What follows belongs to an exercise in optimizing a design on an open flow for small area and few clock cycles; a production flow would make more cautious choices.
Where RTL was checked, it was by simulation tests only, not by an equivalence proof against the original.
Power and IR drop assume default switching activity. The clock port is modelled as an ideal driver; clocking choices that lean on that would not hold on a real chip.

pine:
## mono_raster
module mono_raster (
    input             clk,
    input             rst,
    input             start,
    input             cfg_dither,
    input      [15:0] cfg_width,
    input      [15:0] cfg_height,
    output            idle,
    output            err,
    input             pix_valid,
    input      [31:0] pix_data,
    output            pix_ready,
    output            out_valid,
    output     [7:0]  out_data,
    output            out_last,
    input             out_ready
);
    localparam MAXW = 384;
    localparam FD   = 2;         
    localparam S_IDLE  = 2'd0;
    localparam S_PIX   = 2'd2;
    localparam S_DRAIN = 2'd3;
    reg  [1:0]  state;
    reg         err_r;
    reg         mode_d;
    reg  [8:0]  wm1;         
    reg  [15:0] rows;        
    reg         first_row;
    reg  [2:0]  hdr_cnt;     
    reg  [8:0]  slot;        
    reg  [8:0]  col;         
    reg  [7:0]  acc;
    reg         ov;
    reg  [7:0]  od;
    reg         ol;
    reg  [6:0]         seg0 [0:7];
    reg  [6:0]         seg1 [0:7];
    reg  [6:0]         seg2 [0:15];
    reg  [6:0]         seg3 [0:31];
    reg  [6:0]         seg4 [0:63];
    reg  [6:0]         seg5 [0:127];
    reg  [6:0]         seg6 [0:127];
    reg  [5:0]         ccode;               
    wire out_free = !ov || out_ready;
    wire hdr_done = hdr_cnt[2];
    assign idle      = (state == S_IDLE);
    assign err       = err_r;
    assign out_valid = ov;
    assign out_data  = od;
    assign out_last  = ol;
    wire cfg_bad = (cfg_width == 16'd0) || (cfg_width > MAXW) || (cfg_height == 16'd0);
    wire [8:0] lm1 = {wm1[8:3], 3'b111};
    wire [5:0] bw = wm1[8:3] + 6'd1;
    reg  [7:0] hdr_byte;
    always @(*) begin
        case (hdr_cnt[1:0])
            2'd0: hdr_byte = {2'b00, bw};
            2'd1: hdr_byte = 8'd0;
            2'd2: hdr_byte = rows[7:0];
            default: hdr_byte = rows[15:8];
        endcase
    end
  ...
==> module mono_raster, before the edit <==
module mono_raster (
    input             clk,
    input             rst,
    input             start,
    input             cfg_dither,
    input      [15:0] cfg_width,
    input      [15:0] cfg_height,
    output            idle,
    output            err,
    input             pix_valid,
    input      [31:0] pix_data,
    output            pix_ready,
    output            out_valid,
    output     [7:0]  out_data,
    output            out_last,
    input             out_ready
);
    localparam MAXW = 384;
    localparam FD   = 2;         
    localparam S_IDLE  = 2'd0;
    localparam S_PIX   = 2'd2;
    localparam S_DRAIN = 2'd3;
    reg  [1:0]  state;
    reg         err_r;
    reg         mode_d;
    reg  [8:0]  wm1;         
    reg  [15:0] rows;        
    reg         first_row;
    reg  [2:0]  hdr_cnt;     
    reg  [8:0]  slot;        
    reg  [8:0]  col;         
    reg  [7:0]  acc;
    reg         ov;
    reg  [7:0]  od;
    reg         ol;
    reg  [6:0]         seg0 [0:7];
    reg  [6:0]         seg1 [0:7];
    reg  [6:0]         seg2 [0:15];
    reg  [6:0]         seg3 [0:31];
    reg  [6:0]         seg4 [0:63];
    reg  [6:0]         seg5 [0:127];
    reg  [6:0]         seg6 [0:127];
    reg  [5:0]         ccode;               
    wire out_free = !ov || out_ready;
    wire hdr_done = hdr_cnt[2];
    assign idle      = (state == S_IDLE);
    assign err       = err_r;
    assign out_valid = ov;
    assign out_data  = od;
    assign out_last  = ol;
    wire cfg_bad = (cfg_width == 16'd0) || (cfg_width > MAXW) || (cfg_height == 16'd0);
    wire [8:0] lm1 = {wm1[8:3], 3'b111};
    wire [5:0] bw = wm1[8:3] + 6'd1;
    reg  [7:0] hdr_byte;
    always @(*) begin
        case (hdr_cnt[1:0])
            2'd0: hdr_byte = {2'b00, bw};
            2'd1: hdr_byte = 8'd0;
            2'd2: hdr_byte = rows[7:0];
            default: hdr_byte = rows[15:8];
        endcase
    end
    wire [7:0] in_val;
    mr_conv u_conv (.px(pix_data), .md(mode_d), .q(in_val));
    reg  [7:0] fifo [0:FD-1];
    reg        f_wp, f_rp;
    reg  [1:0] f_cnt;
    wire       f_empty = (f_cnt == 2'd0);
    wire [7:0] luma    = fifo[f_rp];
    wire last_col  = (slot == wm1);
    wire last_slot = (slot == lm1);
    wire last_row  = (rows == 16'd1);
    wire byte_done = (slot[2:0] == 3'd7) || last_col;
    wire [6:0] o0 = seg0[7];
    wire [6:0] o1 = wm1[3] ? seg1[7] : o0;
    wire [6:0] o2 = wm1[4] ? seg2[15] : o1;
    wire [6:0] o3 = wm1[5] ? seg3[31] : o2;
    wire [6:0] o4 = wm1[6] ? seg4[63] : o3;
    wire [6:0] o5 = (wm1[7] || wm1[8]) ? seg5[127] : o4;
    wire [6:0] tapv = wm1[8] ? seg6[127] : o5;
    wire [6:0] code_l = (slot == 9'd0) ? 7'd0 : seg0[0];
    wire [6:0] code_a = first_row ? 7'd0 : tapv;
    wire [5:0] code_c = (first_row || slot == 9'd0) ? 6'd0 : ccode;
    wire [8:0] u;
    mr_vsum u_vsum (.luma(luma), .L(code_l), .A(code_a), .C(code_c), .u(u));
    wire       white = u[8];                        
    wire       neg = !u[7];
    wire       inc = !(u[8] ^ u[7]);
    wire [6:0] mx  = u[6:0] ^ {7{neg}};
    wire [6:0] mag;
    wire [7:0] mc;
    assign mc[0] = inc;
    genvar gi;
    generate
        for (gi = 0; gi < 7; gi = gi + 1) begin : inc_
            assign mag[gi]  = mx[gi] ^ mc[gi];
            assign mc[gi+1] = mx[gi] & mc[gi];
        end
    endgenerate
    wire       g0  = mag[2] ? mag[1] : (mag[1] & mag[0]);
    wire [6:0] code_new = {neg, {mag[6:3], mag[2], g0} ^ {6{neg}}};
    wire       bit_v   = mode_d ? !white : !luma[2];
    wire [7:0] acc_new = acc | ({7'd0, bit_v} << (3'd7 - slot[2:0]));
    wire pix_fire = (state == S_PIX) && !f_empty && (slot == col) && (!byte_done || (hdr_done && out_free));
    assign pix_ready = (state == S_PIX) && (f_cnt != FD);
    wire in_fire = pix_valid && pix_ready;
    integer k;
    always @(posedge clk) begin
        seg0[0] <= pix_fire ? code_new : tapv;
        seg1[0] <= o0;
        seg2[0] <= o1;
        seg3[0] <= o2;
        seg4[0] <= o3;
        seg5[0] <= o4;
        seg6[0] <= o5;
        for (k = 1; k < 8; k = k + 1) begin
            seg0[k] <= seg0[k-1];
            seg1[k] <= seg1[k-1];
        end
        for (k = 1; k < 16; k = k + 1)
            seg2[k] <= seg2[k-1];
        for (k = 1; k < 32; k = k + 1)
            seg3[k] <= seg3[k-1];
        for (k = 1; k < 64; k = k + 1)
            seg4[k] <= seg4[k-1];
        for (k = 1; k < 128; k = k + 1) begin
            seg5[k] <= seg5[k-1];
            seg6[k] <= seg6[k-1];
        end
        if (pix_fire) begin
            ccode <= tapv[6:1];
        end
        if (in_fire)
            fifo[f_wp] <= in_val;
    end
    always @(posedge clk) begin
        if (state == S_IDLE) begin
            f_wp  <= 1'b0;
            f_rp  <= 1'b0;
            f_cnt <= 2'd0;
        end else begin
            if (in_fire)
                f_wp <= !f_wp;
            if (pix_fire)
                f_rp <= !f_rp;
            f_cnt <= f_cnt + in_fire - pix_fire;
        end
    end
    always @(posedge clk) begin
        if (rst) begin
            state     <= S_IDLE;
            err_r     <= 1'b0;
            ov        <= 1'b0;
        end else begin
            if (out_ready)
                ov <= 1'b0;
            case (state)
                S_IDLE: begin
                    if (start) begin
                        if (cfg_bad) begin
                            err_r <= 1'b1;
                        end else begin
                            err_r     <= 1'b0;
                            mode_d    <= cfg_dither;
                            wm1       <= cfg_width[8:0] - 9'd1;
                            rows      <= cfg_height;
                            first_row <= 1'b1;
                            hdr_cnt   <= 3'd0;
                            slot      <= 9'd0;
                            col       <= 9'd0;
                            acc       <= 8'd0;
                            state     <= S_PIX;
                        end
                    end
                end
                S_PIX: begin
                    if (!(first_row && col == 9'd0 && !pix_fire))
                        slot <= last_slot ? 9'd0 : slot + 9'd1;
                    if (!hdr_done && out_free) begin
                        ov      <= 1'b1;
                        od      <= hdr_byte;
                        ol      <= 1'b0;
                        hdr_cnt <= hdr_cnt + 3'd1;
                    end
                    if (pix_fire) begin
                        if (byte_done) begin
                            ov  <= 1'b1;
                            od  <= acc_new;
                            ol  <= last_col && last_row;
                            acc <= 8'd0;
                        end else begin
                            acc <= acc_new;
                        end
                        if (last_col) begin
                            col       <= 9'd0;
                            rows      <= rows - 16'd1;
                            first_row <= 1'b0;
                            if (last_row)
                                state <= S_DRAIN;
                        end else begin
                            col <= col + 9'd1;
                        end
                    end
                end
                default: begin  
                    if (out_free)
                        state <= S_IDLE;
                end
            endcase
        end
    end
endmodule
clock: 22.0 ns
lec_check: 0
cap_margin: 20
core_margin: 2
core_utilization: 40
slew_margin: 20
synth_hierarchical: 1
standard.sh (not shown) runs the stock make flow with config.mk's settings and CLKGATE_MAP_FILE= SYNTH_SCRIPT=/design/flow/synth_recipe.tcl, a recipe that flattens the netlist after the stock synthesis.
==> flow/flow/run.sh <==
#!/bin/bash
# The standard ORFS flow, with two changes: clock tree synthesis inserts no
# dummy loads, and the port buffers are the smallest buffer cell.
set -euo pipefail
bash standard.sh \
  "CTS_ARGS=-sink_clustering_enable -repair_clock_nets -dont_use_dummy_load -sink_clustering_size 35 -sink_clustering_max_diameter 90 -buf_list sky130_fd_sc_hd__clkbuf_16" \
  "BUFFER_PORTS_ARGS=-buffer_cell sky130_fd_sc_hd__buf_1" \
  finish > flow.log 2>&1
pine: all stages complete, timing, DRC and antenna checks passed
Testbench counts of pine, summed over its fixed seeds: cycles 267,576.
Setup changes, pine to oak
diff --git a/flow/design.v b/flow/design.v
--- a/flow/design.v
+++ b/flow/design.v
@@ -39,8 +39,9 @@
     reg  [6:0]         seg3 [0:31];
     reg  [6:0]         seg4 [0:63];
     reg  [6:0]         seg5 [0:127];
     reg  [6:0]         seg6 [0:127];
+    reg  [6:0]         lcode;               
     reg  [5:0]         ccode;               
     wire out_free = !ov || out_ready;
     wire hdr_done = hdr_cnt[2];
     assign idle      = (state == S_IDLE);
@@ -77,9 +78,9 @@
     wire [6:0] o3 = wm1[5] ? seg3[31] : o2;
     wire [6:0] o4 = wm1[6] ? seg4[63] : o3;
     wire [6:0] o5 = (wm1[7] || wm1[8]) ? seg5[127] : o4;
     wire [6:0] tapv = wm1[8] ? seg6[127] : o5;
-    wire [6:0] code_l = (slot == 9'd0) ? 7'd0 : seg0[0];
+    wire [6:0] code_l = (slot == 9'd0) ? 7'd0 : lcode;
     wire [6:0] code_a = first_row ? 7'd0 : tapv;
     wire [5:0] code_c = (first_row || slot == 9'd0) ? 6'd0 : ccode;
     wire [8:0] u;
     mr_vsum u_vsum (.luma(luma), .L(code_l), .A(code_a), .C(code_c), .u(u));
@@ -127,8 +128,9 @@
             seg5[k] <= seg5[k-1];
             seg6[k] <= seg6[k-1];
         end
         if (pix_fire) begin
+            lcode <= code_new;
             ccode <= tapv[6:1];
         end
         if (in_fire)
             fifo[f_wp] <= in_val;
Results
oak: proportion of power drawn by combinational gates 0.4 points above pine
Diff pine -> oak: number of instances in the synthesized netlist +16, standard cell area after detailed placement now larger, met3 wirelength from detailed routing shrank by about 40%, standard cell core area flat.
fifo[1][7]$_DFFE_PP_ as the last element of the critical path was reported by oak, and fifo[0][6]$_DFFE_PP_ by pine.
Taking pine as the reference, in oak worst slack after detailed placement went down 0.47 ns, worst ir drop on vdd has increased, part of the total power dissipated in the clock network went down by 0.3 points, proportion of final cell area spent on non-clock buffers stayed essentially flat.
No functional check of the RTL was part of oak.

Starting RTL as in the previous note.
clock: 22.0 ns
lec_check: 0
cap_margin: 20
core_margin: 2
core_utilization: 40
slew_margin: 20
synth_hierarchical: 1
==> flow/flow/run.sh <==
#!/bin/bash
# The standard ORFS flow, with two changes: clock tree synthesis inserts no
# dummy loads, and the port buffers are the smallest buffer cell.
set -euo pipefail
bash standard.sh \
  "CTS_ARGS=-sink_clustering_enable -repair_clock_nets -dont_use_dummy_load -sink_clustering_size 22 -sink_clustering_max_diameter 60 -buf_list sky130_fd_sc_hd__clkbuf_8" \
  "BUFFER_PORTS_ARGS=-buffer_cell sky130_fd_sc_hd__buf_1" \
  finish > flow.log 2>&1
Testbench counts at the start, summed over its fixed seeds: cycles 267,576.
Then changed:
--- a/flow/design.v
+++ b/flow/design.v
@@ -30,5 +30,4 @@
     reg  [8:0]  slot;        
     reg  [8:0]  col;         
-    reg  [7:0]  acc;
     reg         ov;
     reg  [7:0]  od;
@@ -44,8 +43,9 @@
     wire out_free = !ov || out_ready;
     wire hdr_done = hdr_cnt[2];
+    wire hdr_pend = (state == S_PIX) && !hdr_done;
     assign idle      = (state == S_IDLE);
     assign err       = err_r;
-    assign out_valid = ov;
-    assign out_data  = od;
+    assign out_valid = ov || hdr_pend;
+    assign out_data  = hdr_pend ? hdr_byte : od;
     assign out_last  = ol;
     wire cfg_bad = (cfg_width == 16'd0) || (cfg_width > MAXW) || (cfg_height == 16'd0);
@@ -101,6 +101,6 @@
     wire [6:0] code_new = {neg, {mag[6:3], mag[2], g0} ^ {6{neg}}};
     wire       bit_v   = mode_d ? !white : !luma[2];
-    wire [7:0] acc_new = acc | ({7'd0, bit_v} << (3'd7 - slot[2:0]));
-    wire pix_fire = (state == S_PIX) && !f_empty && (slot == col) && (!byte_done || (hdr_done && out_free));
+    wire [7:0] od_new = ((slot[2:0] == 3'd0) ? 8'd0 : od) | ({7'd0, bit_v} << (3'd7 - slot[2:0]));
+    wire pix_fire = (state == S_PIX) && !f_empty && (slot == col) && out_free && (!byte_done || hdr_done);
     assign pix_ready = (state == S_PIX) && (f_cnt != FD);
     wire in_fire = pix_valid && pix_ready;
@@ -167,7 +167,7 @@
                             first_row <= 1'b1;
                             hdr_cnt   <= 3'd0;
+                            ol        <= 1'b0;
                             slot      <= 9'd0;
                             col       <= 9'd0;
-                            acc       <= 8'd0;
                             state     <= S_PIX;
                         end
@@ -177,18 +177,11 @@
                     if (!(first_row && col == 9'd0 && !pix_fire))
                         slot <= last_slot ? 9'd0 : slot + 9'd1;
-                    if (!hdr_done && out_free) begin
-                        ov      <= 1'b1;
-                        od      <= hdr_byte;
-                        ol      <= 1'b0;
+                    if (hdr_pend && out_ready)
                         hdr_cnt <= hdr_cnt + 3'd1;
-                    end
                     if (pix_fire) begin
+                        od <= od_new;
                         if (byte_done) begin
-                            ov  <= 1'b1;
-                            od  <= acc_new;
-                            ol  <= last_col && last_row;
-                            acc <= 8'd0;
-                        end else begin
-                            acc <= acc_new;
+                            ov <= 1'b1;
+                            ol <= last_col && last_row;
                         end
                         if (last_col) begin
Result: Wire length goes down slightly; first-iteration DRC count goes down by a few percent; maximum frequency goes up slightly; setup slack improves by 0.078 ns; sequential share of layout area goes up by 0.10 points.
Testbench counts after the change, summed over its fixed seeds: cycles 267,576.

== main ==
Another version of the RTL of mono_raster (not shown whole).
Size in the first run: about 3600 cells after synthesis, ~83 I/O pins, about 0.065 mm^2 of cells after synthesis.
Settings: LEC_CHECK=0, CAP_MARGIN=20, CORE_MARGIN=2, CORE_UTILIZATION=40, SLEW_MARGIN=20, SYNTH_HIERARCHICAL=1; clock period 22.0 ns.
Scripts as last shown in full above: flow/flow/run.sh
Testbench counts of main, summed over its fixed seeds: cycles 267,576.
Here is what was changed in the inputs of the feature branch compared with main.
--- a/flow/design.v
+++ b/flow/design.v
@@ -570,28 +570,28 @@
     wire vs_v99 = vs_v83 ^ 1'b0 ^ vs_v98;
     wire vs_v100 = (vs_v83 & 1'b0) | (vs_v98 & (vs_v83 ^ 1'b0));
     wire vs_v101 = vs_v84 ^ 1'b0 ^ vs_v100;
     wire vs_v102 = (vs_v84 & 1'b0) | (vs_v100 & (vs_v84 ^ 1'b0));
     assign u = {vs_v101, vs_v99, vs_v97, vs_v95, vs_v93, vs_v91, vs_v89, vs_v87, vs_v85};
     wire       white = u[8];                        
     wire       neg = !u[7];
-    wire       dec = neg && !u[8];
-    wire       inc = !neg && u[8];
-    wire [6:0] w;
-    wire [7:0] wc;
-    assign wc[0] = inc;
+    wire       inc = !(u[8] ^ u[7]);
+    wire [6:0] mx  = u[6:0] ^ {7{neg}};
+    wire [6:0] mag;
+    wire [7:0] mc;
+    assign mc[0] = inc;
     genvar gi;
     generate
-        for (gi = 0; gi < 7; gi = gi + 1) begin : adj_
-            assign w[gi]    = u[gi] ^ dec ^ wc[gi];
-            assign wc[gi+1] = (u[gi] & dec) | (wc[gi] & (u[gi] ^ dec));
+        for (gi = 0; gi < 7; gi = gi + 1) begin : inc_
+            assign mag[gi]  = mx[gi] ^ mc[gi];
+            assign mc[gi+1] = mx[gi] & mc[gi];
         end
     endgenerate
-    wire       g0s = neg ? (w[2] ? (w[1] | w[0]) : w[1]) : (w[2] ? w[1] : (w[1] & w[0]));
-    wire [6:0] code_new = {neg, w[6:2], g0s};
+    wire       g0  = mag[2] ? mag[1] : (mag[1] & mag[0]);
+    wire [6:0] code_new = {neg, {mag[6:3], mag[2], g0} ^ {6{neg}}};
     wire       bit_v   = mode_d ? !white : !luma[2];
     wire [7:0] od_new = ((slot[2:0] == 3'd0) ? 8'd0 : od) | ({7'd0, bit_v} << (3'd7 - slot[2:0]));
     wire in_slot  = (lag == 9'd0);
     wire pix_fire = (state == S_PIX) && !f_empty && in_slot && out_free && (!byte_done || hdr_done);
     wire slot_hold = first_row && (slot == 9'd0) && in_slot && !pix_fire;
     wire [8:0] slot_next = last_slot ? 9'd0 : slot + 9'd1;
     wire last_lag  = (lag[2:0] == 3'd7) && (lag[8:3] == wm1[8:3]);
==> comparison <==
In terms of instance count of the mapped netlist, the feature branch and main differ only marginally. Routed length per placed instance, the feature branch vs main: down by a few percent. The run showing the greater normalized max-slew margin is main. Initial standard-cell utilization of the core essentially unchanged between main and the feature branch. On via count of the first global-routing pass, the higher figure sits with main, not the feature branch. The design area was comparable across the feature branch and main. The feature branch: mean number of vias per cell lower than main. Compared with main, the feature branch is the less power-hungry design. The data arrival at the endpoint of the critical path of main and that of the feature branch are within noise of each other. Looking at the feature branch and main, the post-synthesis share of cell area spent on and, or, nand and nor gates is a wash. Of the feature branch and main, it is the feature branch that has the lower clock group share of total power. The feature branch vs. main: global-route usage decreased 0.36 points; post-route fraction of the period consumed by the critical path did not really move; maximum frequency about even.
Testbench counts of the feature branch, summed over its fixed seeds: cycles 267,576.

what the ideal ports hide:
In the flow no input, the clock included, has a driving cell. The finished layouts below were timed again as built, in two steps.
Step 1: set_driving_cell puts a clkbuf_16 on clk and a buf_2 on each other input, an assumption about the parent block.
Step 2 also shifts input and output timing later by t, the mid clock arrival at the registers, as if the neighbouring blocks saw the same clock.
Three values: ideal, step 1, step 2; two values: the first two.
| run | shift t [ns] | slack for setup (ns) | worst data-port slew with drivers (ns) | pins driven straight from the clock port |
|---|---|---|---|---|
| pine | 0.772 | 11.117 / 11.166 / 10.393 | 0.25 | 1 |
| oak | 0.772 | 10.502 / 10.555 / 9.783 | 0.15 | 1 |
| the first run of note 2 | 0.880 | 11.310 / 11.347 / 10.467 | 0.23 | 1 |
| the second run of note 2 | 0.900 | 11.388 / 11.437 / 10.537 | 0.23 | 1 |
| main | 0.887 | 11.231 / 11.279 / 10.392 | 0.08 | 1 |
| the feature branch | 0.895 | 11.202 / 11.254 / 10.359 | 0.04 | 1 |
After both steps setup and hold are still met in every run listed. For the second run of note 2, which loses most, drivers alone change the setup slack by +0.049 ns; drivers and shift together by -0.851 ns.
